What follows belongs to an exercise in optimizing a design on an open flow for small area, a short achievable clock period and few clock cycles per item; a production flow would make more cautious choices.
Function was checked by simulation only, so behaviour that the tests miss may differ from the original.

==> design/flow/design.v <==
module aes_sbox (
  input  wire [7:0] a,
  output reg  [7:0] y
);
  always @(*) begin
    case (a)
      8'h00: y = 8'h63;
      8'h01: y = 8'h7c;
      8'h02: y = 8'h77;
      8'h03: y = 8'h7b;
      8'h04: y = 8'hf2;
      8'h05: y = 8'h6b;
      8'h06: y = 8'h6f;
      8'h07: y = 8'hc5;
      8'h08: y = 8'h30;
      8'h09: y = 8'h01;
      8'h0a: y = 8'h67;
      8'h0b: y = 8'h2b;
      8'h0c: y = 8'hfe;
      8'h0d: y = 8'hd7;
      8'h0e: y = 8'hab;
      8'h0f: y = 8'h76;
      8'h10: y = 8'hca;
      8'h11: y = 8'h82;
      8'h12: y = 8'hc9;
      8'h13: y = 8'h7d;
      8'h14: y = 8'hfa;
      8'h15: y = 8'h59;
      8'h16: y = 8'h47;
      8'h17: y = 8'hf0;
      8'h18: y = 8'had;
      8'h19: y = 8'hd4;
      8'h1a: y = 8'ha2;
      8'h1b: y = 8'haf;
      8'h1c: y = 8'h9c;
      8'h1d: y = 8'ha4;
      8'h1e: y = 8'h72;
      8'h1f: y = 8'hc0;
      8'h20: y = 8'hb7;
      8'h21: y = 8'hfd;
      8'h22: y = 8'h93;
      8'h23: y = 8'h26;
      8'h24: y = 8'h36;
      8'h25: y = 8'h3f;
      8'h26: y = 8'hf7;
      8'h27: y = 8'hcc;
      8'h28: y = 8'h34;
      8'h29: y = 8'ha5;
      8'h2a: y = 8'he5;
      8'h2b: y = 8'hf1;
      8'h2c: y = 8'h71;
      8'h2d: y = 8'hd8;
      8'h2e: y = 8'h31;
      8'h2f: y = 8'h15;
      8'h30: y = 8'h04;
      8'h31: y = 8'hc7;
      8'h32: y = 8'h23;
      8'h33: y = 8'hc3;
      8'h34: y = 8'h18;
      8'h35: y = 8'h96;
      8'h36: y = 8'h05;
      8'h37: y = 8'h9a;
      8'h38: y = 8'h07;
      8'h39: y = 8'h12;
      8'h3a: y = 8'h80;
      8'h3b: y = 8'he2;
      8'h3c: y = 8'heb;
      8'h3d: y = 8'h27;
      8'h3e: y = 8'hb2;
      8'h3f: y = 8'h75;
      8'h40: y = 8'h09;
      8'h41: y = 8'h83;
      8'h42: y = 8'h2c;
      8'h43: y = 8'h1a;
      8'h44: y = 8'h1b;
      8'h45: y = 8'h6e;
      8'h46: y = 8'h5a;
      8'h47: y = 8'ha0;
      8'h48: y = 8'h52;
      8'h49: y = 8'h3b;
      8'h4a: y = 8'hd6;
      8'h4b: y = 8'hb3;
      8'h4c: y = 8'h29;
      8'h4d: y = 8'he3;
      8'h4e: y = 8'h2f;
      8'h4f: y = 8'h84;
      8'h50: y = 8'h53;
      8'h51: y = 8'hd1;
      8'h52: y = 8'h00;
      8'h53: y = 8'hed;
      8'h54: y = 8'h20;
      8'h55: y = 8'hfc;
      8'h56: y = 8'hb1;
      8'h57: y = 8'h5b;
      8'h58: y = 8'h6a;
      8'h59: y = 8'hcb;
      8'h5a: y = 8'hbe;
      8'h5b: y = 8'h39;
      8'h5c: y = 8'h4a;
      8'h5d: y = 8'h4c;
      8'h5e: y = 8'h58;
      8'h5f: y = 8'hcf;
      8'h60: y = 8'hd0;
      8'h61: y = 8'hef;
      8'h62: y = 8'haa;
      8'h63: y = 8'hfb;
      8'h64: y = 8'h43;
      8'h65: y = 8'h4d;
      8'h66: y = 8'h33;
      8'h67: y = 8'h85;
      8'h68: y = 8'h45;
      8'h69: y = 8'hf9;
      8'h6a: y = 8'h02;
      8'h6b: y = 8'h7f;
      8'h6c: y = 8'h50;
      8'h6d: y = 8'h3c;
      8'h6e: y = 8'h9f;
      8'h6f: y = 8'ha8;
      8'h70: y = 8'h51;
      8'h71: y = 8'ha3;
      8'h72: y = 8'h40;
      8'h73: y = 8'h8f;
      8'h74: y = 8'h92;
      8'h75: y = 8'h9d;
      8'h76: y = 8'h38;
      8'h77: y = 8'hf5;
      8'h78: y = 8'hbc;
      8'h79: y = 8'hb6;
      8'h7a: y = 8'hda;
      8'h7b: y = 8'h21;
      8'h7c: y = 8'h10;
      8'h7d: y = 8'hff;
      8'h7e: y = 8'hf3;
      8'h7f: y = 8'hd2;
      8'h80: y = 8'hcd;
      8'h81: y = 8'h0c;
      8'h82: y = 8'h13;
      8'h83: y = 8'hec;
      8'h84: y = 8'h5f;
      8'h85: y = 8'h97;
      8'h86: y = 8'h44;
      8'h87: y = 8'h17;
      8'h88: y = 8'hc4;
      8'h89: y = 8'ha7;
      8'h8a: y = 8'h7e;
      8'h8b: y = 8'h3d;
      8'h8c: y = 8'h64;
      8'h8d: y = 8'h5d;
      8'h8e: y = 8'h19;
      8'h8f: y = 8'h73;
      8'h90: y = 8'h60;
      8'h91: y = 8'h81;
      8'h92: y = 8'h4f;
      8'h93: y = 8'hdc;
      8'h94: y = 8'h22;
      8'h95: y = 8'h2a;
      8'h96: y = 8'h90;
      8'h97: y = 8'h88;
      8'h98: y = 8'h46;
      8'h99: y = 8'hee;
      8'h9a: y = 8'hb8;
      8'h9b: y = 8'h14;
      8'h9c: y = 8'hde;
      8'h9d: y = 8'h5e;
      8'h9e: y = 8'h0b;
      8'h9f: y = 8'hdb;
      8'ha0: y = 8'he0;
      8'ha1: y = 8'h32;
      8'ha2: y = 8'h3a;
      8'ha3: y = 8'h0a;
      8'ha4: y = 8'h49;
      8'ha5: y = 8'h06;
      8'ha6: y = 8'h24;
      8'ha7: y = 8'h5c;
      8'ha8: y = 8'hc2;
      8'ha9: y = 8'hd3;
      8'haa: y = 8'hac;
      8'hab: y = 8'h62;
      8'hac: y = 8'h91;
      8'had: y = 8'h95;
      8'hae: y = 8'he4;
      8'haf: y = 8'h79;
      8'hb0: y = 8'he7;
      8'hb1: y = 8'hc8;
      8'hb2: y = 8'h37;
      8'hb3: y = 8'h6d;
      8'hb4: y = 8'h8d;
      8'hb5: y = 8'hd5;
      8'hb6: y = 8'h4e;
      8'hb7: y = 8'ha9;
      8'hb8: y = 8'h6c;
      8'hb9: y = 8'h56;
      8'hba: y = 8'hf4;
      8'hbb: y = 8'hea;
      8'hbc: y = 8'h65;
      8'hbd: y = 8'h7a;
      8'hbe: y = 8'hae;
      8'hbf: y = 8'h08;
      8'hc0: y = 8'hba;
      8'hc1: y = 8'h78;
      8'hc2: y = 8'h25;
      8'hc3: y = 8'h2e;
      8'hc4: y = 8'h1c;
      8'hc5: y = 8'ha6;
      8'hc6: y = 8'hb4;
      8'hc7: y = 8'hc6;
      8'hc8: y = 8'he8;
      8'hc9: y = 8'hdd;
      8'hca: y = 8'h74;
      8'hcb: y = 8'h1f;
      8'hcc: y = 8'h4b;
      8'hcd: y = 8'hbd;
      8'hce: y = 8'h8b;
      8'hcf: y = 8'h8a;
      8'hd0: y = 8'h70;
      8'hd1: y = 8'h3e;
      8'hd2: y = 8'hb5;
      8'hd3: y = 8'h66;
      8'hd4: y = 8'h48;
      8'hd5: y = 8'h03;
      8'hd6: y = 8'hf6;
      8'hd7: y = 8'h0e;
      8'hd8: y = 8'h61;
      8'hd9: y = 8'h35;
      8'hda: y = 8'h57;
      8'hdb: y = 8'hb9;
      8'hdc: y = 8'h86;
      8'hdd: y = 8'hc1;
      8'hde: y = 8'h1d;
      8'hdf: y = 8'h9e;
      8'he0: y = 8'he1;
      8'he1: y = 8'hf8;
      8'he2: y = 8'h98;
      8'he3: y = 8'h11;
      8'he4: y = 8'h69;
      8'he5: y = 8'hd9;
      8'he6: y = 8'h8e;
      8'he7: y = 8'h94;
      8'he8: y = 8'h9b;
      8'he9: y = 8'h1e;
      8'hea: y = 8'h87;
      8'heb: y = 8'he9;
      8'hec: y = 8'hce;
      8'hed: y = 8'h55;
      8'hee: y = 8'h28;
      8'hef: y = 8'hdf;
      8'hf0: y = 8'h8c;
      8'hf1: y = 8'ha1;
      8'hf2: y = 8'h89;
      8'hf3: y = 8'h0d;
      8'hf4: y = 8'hbf;
      8'hf5: y = 8'he6;
      8'hf6: y = 8'h42;
      8'hf7: y = 8'h68;
      8'hf8: y = 8'h41;
      8'hf9: y = 8'h99;
      8'hfa: y = 8'h2d;
      8'hfb: y = 8'h0f;
      8'hfc: y = 8'hb0;
      8'hfd: y = 8'h54;
      8'hfe: y = 8'hbb;
      8'hff: y = 8'h16;
      default: y = 8'h00;
    endcase
  end
endmodule
module rxp_ctr_de (
  input  wire         clk,
  input  wire         rst_n,
  input  wire         in_valid,
  output wire         in_ready,
  input  wire         in_first,
  input  wire [127:0] in_key,
  input  wire [127:0] in_iv,
  input  wire [127:0] in_data,
  output reg          out_valid,
  output reg  [127:0] out_data
);
  reg         busy;
  reg  [3:0]  round;       
  reg  [7:0]  rcon;        
  reg [127:0] key_r;       
  reg [127:0] ctr_r;       
  reg [127:0] state;       
  reg [127:0] rk;          
  reg [127:0] data_r;      
  assign in_ready = !busy;
  wire         accept  = in_valid && !busy;
  wire [127:0] blk_key = in_first ? in_key : key_r;
  wire [127:0] blk_ctr = in_first ? in_iv  : ctr_r;
  function [7:0] xtime;
    input [7:0] a;
    xtime = {a[6:0], 1'b0} ^ (a[7] ? 8'h1b : 8'h00);
  endfunction
  wire [7:0] s  [0:15];    
  wire [7:0] sb [0:15];    
  wire [7:0] sr [0:15];    
  wire [7:0] mc [0:15];    
  genvar i, c;
  generate
    for (i = 0; i < 16; i = i + 1) begin : g_sub
      assign s[i] = state[127 - 8*i -: 8];
      aes_sbox u_sbox (.a(s[i]), .y(sb[i]));
    end
    for (c = 0; c < 4; c = c + 1) begin : g_shift
      assign sr[4*c + 0] = sb[4*((c + 0) % 4) + 0];
      assign sr[4*c + 1] = sb[4*((c + 1) % 4) + 1];
      assign sr[4*c + 2] = sb[4*((c + 2) % 4) + 2];
      assign sr[4*c + 3] = sb[4*((c + 3) % 4) + 3];
    end
    for (c = 0; c < 4; c = c + 1) begin : g_mix
      wire [7:0] a0 = sr[4*c + 0];
      wire [7:0] a1 = sr[4*c + 1];
      wire [7:0] a2 = sr[4*c + 2];
      wire [7:0] a3 = sr[4*c + 3];
      assign mc[4*c + 0] = xtime(a0) ^ (xtime(a1) ^ a1) ^ a2 ^ a3;
      assign mc[4*c + 1] = a0 ^ xtime(a1) ^ (xtime(a2) ^ a2) ^ a3;
      assign mc[4*c + 2] = a0 ^ a1 ^ xtime(a2) ^ (xtime(a3) ^ a3);
      assign mc[4*c + 3] = (xtime(a0) ^ a0) ^ a1 ^ a2 ^ xtime(a3);
    end
  endgenerate
  wire [127:0] sr_vec, mc_vec;
  generate
    for (i = 0; i < 16; i = i + 1) begin : g_pack
      assign sr_vec[127 - 8*i -: 8] = sr[i];
      assign mc_vec[127 - 8*i -: 8] = mc[i];
    end
  endgenerate
  wire [31:0] w0 = rk[127:96];
  wire [31:0] w1 = rk[95:64];
  wire [31:0] w2 = rk[63:32];
  wire [31:0] w3 = rk[31:0];
  wire [31:0] rot = {w3[23:0], w3[31:24]};
  wire [31:0] sub;
  generate
    for (i = 0; i < 4; i = i + 1) begin : g_ksub
      aes_sbox u_sbox (.a(rot[31 - 8*i -: 8]), .y(sub[31 - 8*i -: 8]));
    end
  endgenerate
  wire [31:0] t  = sub ^ {rcon, 24'h000000};
  wire [31:0] n0 = w0 ^ t;
  wire [31:0] n1 = w1 ^ n0;
  wire [31:0] n2 = w2 ^ n1;
  wire [31:0] n3 = w3 ^ n2;
  wire [127:0] next_rk = {n0, n1, n2, n3};
  wire [127:0] round_out = ((round == 4'd10) ? sr_vec : mc_vec) ^ next_rk;
  always @(posedge clk) begin
    if (!rst_n) begin
      busy      <= 1'b0;
      out_valid <= 1'b0;
      round     <= 4'd0;
    end else begin
      out_valid <= 1'b0;
      if (accept) begin
        key_r  <= blk_key;
        ctr_r  <= blk_ctr + 128'd1;
        state  <= blk_ctr ^ blk_key;
        rk     <= blk_key;
        data_r <= in_data;
        rcon   <= 8'h01;
        round  <= 4'd1;
        busy   <= 1'b1;
      end else if (busy) begin
        rk   <= next_rk;
        rcon <= xtime(rcon);
        if (round == 4'd10) begin
          out_data  <= data_r ^ round_out;
          out_valid <= 1'b1;
          busy      <= 1'b0;
        end else begin
          state <= round_out;
          round <= round + 4'd1;
        end
      end
    end
  end
endmodule
==> design/flow/run.sh <==
#!/bin/bash
# synth_recipe.tcl (not shown) runs the flow's synth.tcl, then flattens the netlist and writes it again
# the make line also repeats each setting of config.mk as NAME=value (left out here)
make -C /OpenROAD-flow-scripts/flow DESIGN_CONFIG=/design/flow/config.mk WORK_HOME=/design/flow/orfs CLKGATE_MAP_FILE= SYNTH_SCRIPT=/design/flow/synth_recipe.tcl finish
==> design/flow/config.mk <==
export PLATFORM = sky130hd
export DESIGN_NAME = rxp_ctr_de
export DESIGN_NICKNAME = rxp_ctr_de
export VERILOG_FILES = /design/flow/design.v
export SDC_FILE = /design/flow/constraint.sdc
export NUM_CORES = 4
export LEC_CHECK = 0
export CAP_MARGIN = 20
export CORE_MARGIN = 2
export CORE_UTILIZATION = 20
export PLACE_DENSITY = 0.28
export SLEW_MARGIN = 20
==> design/flow/constraint.sdc <==
create_clock -name core_clock -period 6.0 [get_ports {clk}]
set_input_delay 1.2000 -clock core_clock [delete_from_list [all_inputs] [get_ports {clk}]]
set_output_delay 1.2000 -clock core_clock [all_outputs]
set_load 0.01 [all_outputs]
==> results.env <==
STATUS='no timing/DRC/antenna violations'
NETS=18722
CLOCK_SKEW_PS=109
LAUNCHING_INSTANCE_OR_PORT_OF_THE_CRITICAL_PATH='rcon[1]'
FINALSETUPVIOLATIONS=0
POST_SYNTH.CELL_AREA_AVG_UM2=7.48
START_UTIL=0.200
YOSYS_TOP_CELL_BY_AREA='sky130_fd_sc_hd__edfxtp_1'
FIN_CRIT_SH=0.950
YOSYS_MOST_USED_DFF='sky130_fd_sc_hd__edfxtp_1'
CTS_HOLD_BUF=0
TOP_PORTS=518
SYNTHMOSTINSTANTIATEDCELL='sky130_fd_sc_hd__nand2_1'
ROUTE.DETAILED.DRC=0
NUMBER_OF_FILLER_INSTANCES_IN_THE_FINAL_LAYOUT=62873
SEQ_AREA_MM2=0.0266
HPWL_UM=765000
MULTI_INPUT_COMB_AREA_MM2=0.0827
YOSYSSEQAREASHARE=0.232
MAPPED_AREA_MM2=0.115
FIN_UTIL=0.279
GLOBAL_ROUTE.USAGE.TOTAL=0.313
CRIT_PATH_END='g_ksub[3].u_sbox.y[0]'
MAX_SLEW_MARGIN=0.151
END_KIND='flop'
CP.REQUIRED_PS=6840
DIE_H_UM=761
FF_TO_FF_SETUP_SLACK_PS=300
GRT_PASS1_VIAS=142372
DIE_W_UM=761
DRIVE_GT1_FRAC=0.235
CRITICAL_PATH.REG2REG.ENDPOINT='g_ksub[3].u_sbox.y[0]'
WORST_SLACK_PS=300
HOLDWS_PS=491
WL_PER_CELL_UM=37.0
CTS_BUFFERS=150
SYNTH-EDFF-COUNT=776
TIMING_WORST_SETUP_PATH_TYPE='reg -> reg'
WORST_PIN_SLEW_PS=1260
GRT_MAX_DEGREE=92
CLK_PIN_SLEW_WORST_PATHS_PS=70
PRECTSSETUPSLACK_PS=-274
HOLD_VIOL=0
CTS_NUM_SINKS=942
GRT_PASS1_WL_UM=1280000
RR_STARTPOINT='rcon[1]'
MAXSLEWVIOLCOUNT=0
MAXCLOCKFREQUENCY_MHz=175
MIN-DELAY-PATH-CLASS='reg -> reg'
VIA_COUNT=145293
SYN_INST=15342
RSZ0062_AT_GRT='false'
DRT-PASS1-ITER-COUNT=8
SYNTH.NET_COUNT=15998
NUMBER_OF_POST_CTS_SETUP_REPAIR_BUFFERS=0
DESIGN.CORE.AREA_MM2=0.572
SYN_TO_FINAL_GROWTH_PCT=39.4
ROUTE.DETAILED.VIAS_PER_INST=5.64
CTSRESIZECOUNT=0
ASYNC_RESET_FF_FRAC=0
PLACEMENT.IO_BUFFERS=517
WORSTSKEWPAIRLATENCY_PS=940
GP_CONGESTION=0.990
SETUP.WORST_PATH.START_CLASS='flop'
CTS_HTREE_LEVELS=4
SYNTHESIS.YOSYS.WARNINGS=2
YS_TOP_CELLS_BY_AREA='sky130_fd_sc_hd__edfxtp_1, sky130_fd_sc_hd__a21oi_1, sky130_fd_sc_hd__o21ai_0'
DRT_ITER0_DRC=16714
CTS.PATH.MAX_BUFFERS=4
FINALWORSTPATHREQUIREDPERIOD_PS=5700
SYNTHDISTINCTLIBCELLS=100
GRT_OVERFLOW_TOTAL=0
ANTENNA_FOUND_INITIAL=44
LEADING_POST_SYNTHESIS_CELLS_BY_INSTANCE_COUNT='sky130_fd_sc_hd__nand2_1, sky130_fd_sc_hd__nor2_1, sky130_fd_sc_hd__a21oi_1, sky130_fd_sc_hd__o21ai_0, sky130_fd_sc_hd__clkbuf_1'
CP_MAX_FO=7
TIMING.CRITICAL_PATH.ARRIVAL_PS=6540
DETAIL_ROUTE.WIRELENGTH_UM=952000
REG2REGPATHDEPTH=15
DIE-AREA_MM2=0.580
DRT.ANTENNA.VIOLATING_NETS=0
MAX_CAP_VIOL_COUNT=0
CTS_ROOT_BUF='sky130_fd_sc_hd__clkbuf_16'
TIMING.SETUP.TNS_PS=0
CORE.ROWCOUNT=278
SYNTH.FF_LATCH_COUNT=942
SYNTH_TOP_CELL_AREA_SHARE=0.203
TRITONCTS='built'
-- state kept, by name (all words and copies together), names as in the netlist, 4 cells and up --
name and cells:
state 128, g_ksub.u_sbox.y 32, out_data 128, g_mix.a1 32
rcon 8, rk 128, ctr_r 128, key_r 128
g_mix.a0 32, round 4, data_r 128, g_mix.a3 32
g_mix.a2 32
-- worst max-delay path, cell delays in order (launching register included) --
cell and delay, ps:
sky130_fd_sc_hd__edfxtp_1 420, sky130_fd_sc_hd__xnor3_1 710, sky130_fd_sc_hd__xnor3_1 670, sky130_fd_sc_hd__xnor2_1 630, sky130_fd_sc_hd__a211o_1 250, sky130_fd_sc_hd__nand2_1 80, sky130_fd_sc_hd__buf_4 160, sky130_fd_sc_hd__ha_1 540
sky130_fd_sc_hd__nand2_1 130, sky130_fd_sc_hd__buf_4 210, sky130_fd_sc_hd__o21ai_0 330, sky130_fd_sc_hd__a221oi_1 150, sky130_fd_sc_hd__o21ai_0 230, sky130_fd_sc_hd__a21oi_1 130, sky130_fd_sc_hd__nor4_1 660, sky130_fd_sc_hd__buf_4 280
-- final cells by class --
class | count | area share
flip-flops and latches | 942 | 0.167
repair buffers | 4136 | 0.224
well taps | 7560 | 0.0592
clock inverters | 74 | 0.00463
diodes | 20 | 0.000313
multi-input cells | 12690 | 0.517
clock buffers | 196 | 0.0252
inverters | 146 | 0.00357
-- layout by cell type (no fill, tap or decap), drive strengths merged, types with 85 or more instances in the layout --
master / instances
a311oi: 201
edfxtp: 776
clkdlybuf4s50: 516
and2: 97
dfxtp: 166
o22ai: 203
a31oi: 392
or3: 85
o311ai: 200
nor3: 495
mux2i: 252
buf: 3620
o211ai: 394
nand2: 1741
mux2: 149
a2111oi: 86
a21oi: 1390
nand3: 523
nor4: 87
a221oi: 168
xnor3: 142
o21ai: 1409
o221ai: 159
o31ai: 94
ha: 268
nand4: 109
a22oi: 94
inv: 150
xor2: 351
clkbuf: 196
nor2: 1403
xnor2: 651
a211oi: 349
-- cell families (layout without fill, tap and decap cells) --
group,count (synthesis),in the layout,synth area share
AOI/OAI and AO/OA,5912,5912,0.338
xor gates and xnor gates,1199,1199,0.116
adders and majority gates,269,269,0.0293
buffers and inverters,1710,4552,0.0577
DFF,942,942,0.232
muxes,401,401,0.0366
other,0,20,0
and+or+nand+nor,4909,4909,0.191
-- how the worst min path moves through the flow --
stage                           start       endpoint  cells past startpoint
after floorplan              round[1]       round[1]                      2
after global placement     data_r[77]   out_data[77]                      1
after detailed placement   data_r[36]   out_data[36]                      1
after CTS                  data_r[94]   out_data[94]                      1
after global routing      data_r[125]  out_data[125]                      1
final                     data_r[125]  out_data[125]                      1
-- per-layer routing --
layer,vias to the layer above,wire length [um],global-route usage
li1,63909,-,-
met1,73317,401000,0.403
met2,6671,432000,0.508
met3,1380,58100,0.0433
met4,16,61200,0.164
met5,-,111,0
-- per-stage QoR --
| step | std cells | cell area, um^2 |
|---|---|---|
| after global routing | 25748 | 160000 |
| after global placement | 25473 | 155000 |
| after floorplan | 15342 | 115000 |
| after detailed placement | 25474 | 155000 |
| final | 25764 | 160000 |
| after CTS | 25744 | 160000 |
Testbench counts, summed over its fixed seeds: cycles 52,800, items 4,800.

## port drivers added, routing unchanged
The results above use ideal ports. As a check the final layout listed here was re-extracted and re-timed, cells and wires unchanged.
Step 1 sets driving cells, clkbuf_16 on the clock port and buf_2 on the other inputs (assumed; they add their load-dependent delay and slew).
Step 2, shift: input delay + t, output delay - t, t = (earliest + latest rising clock arrival at the registers) / 2. This alone moves slack from input paths to output paths.
Slacks: no drivers / after step 1 / after step 2; pairs: no drivers / after step 1.
t (ns): 1.003
setup slack, ns: 0.300 / 0.300 / -0.503
hold WS [ns]: 0.491 / 0.491 / 0.491
With both steps, setup timing fails in this run, where it was met with ideal ports. For this run, drivers alone change the setup slack by 0.000 ns; drivers and shift together by -0.803 ns.
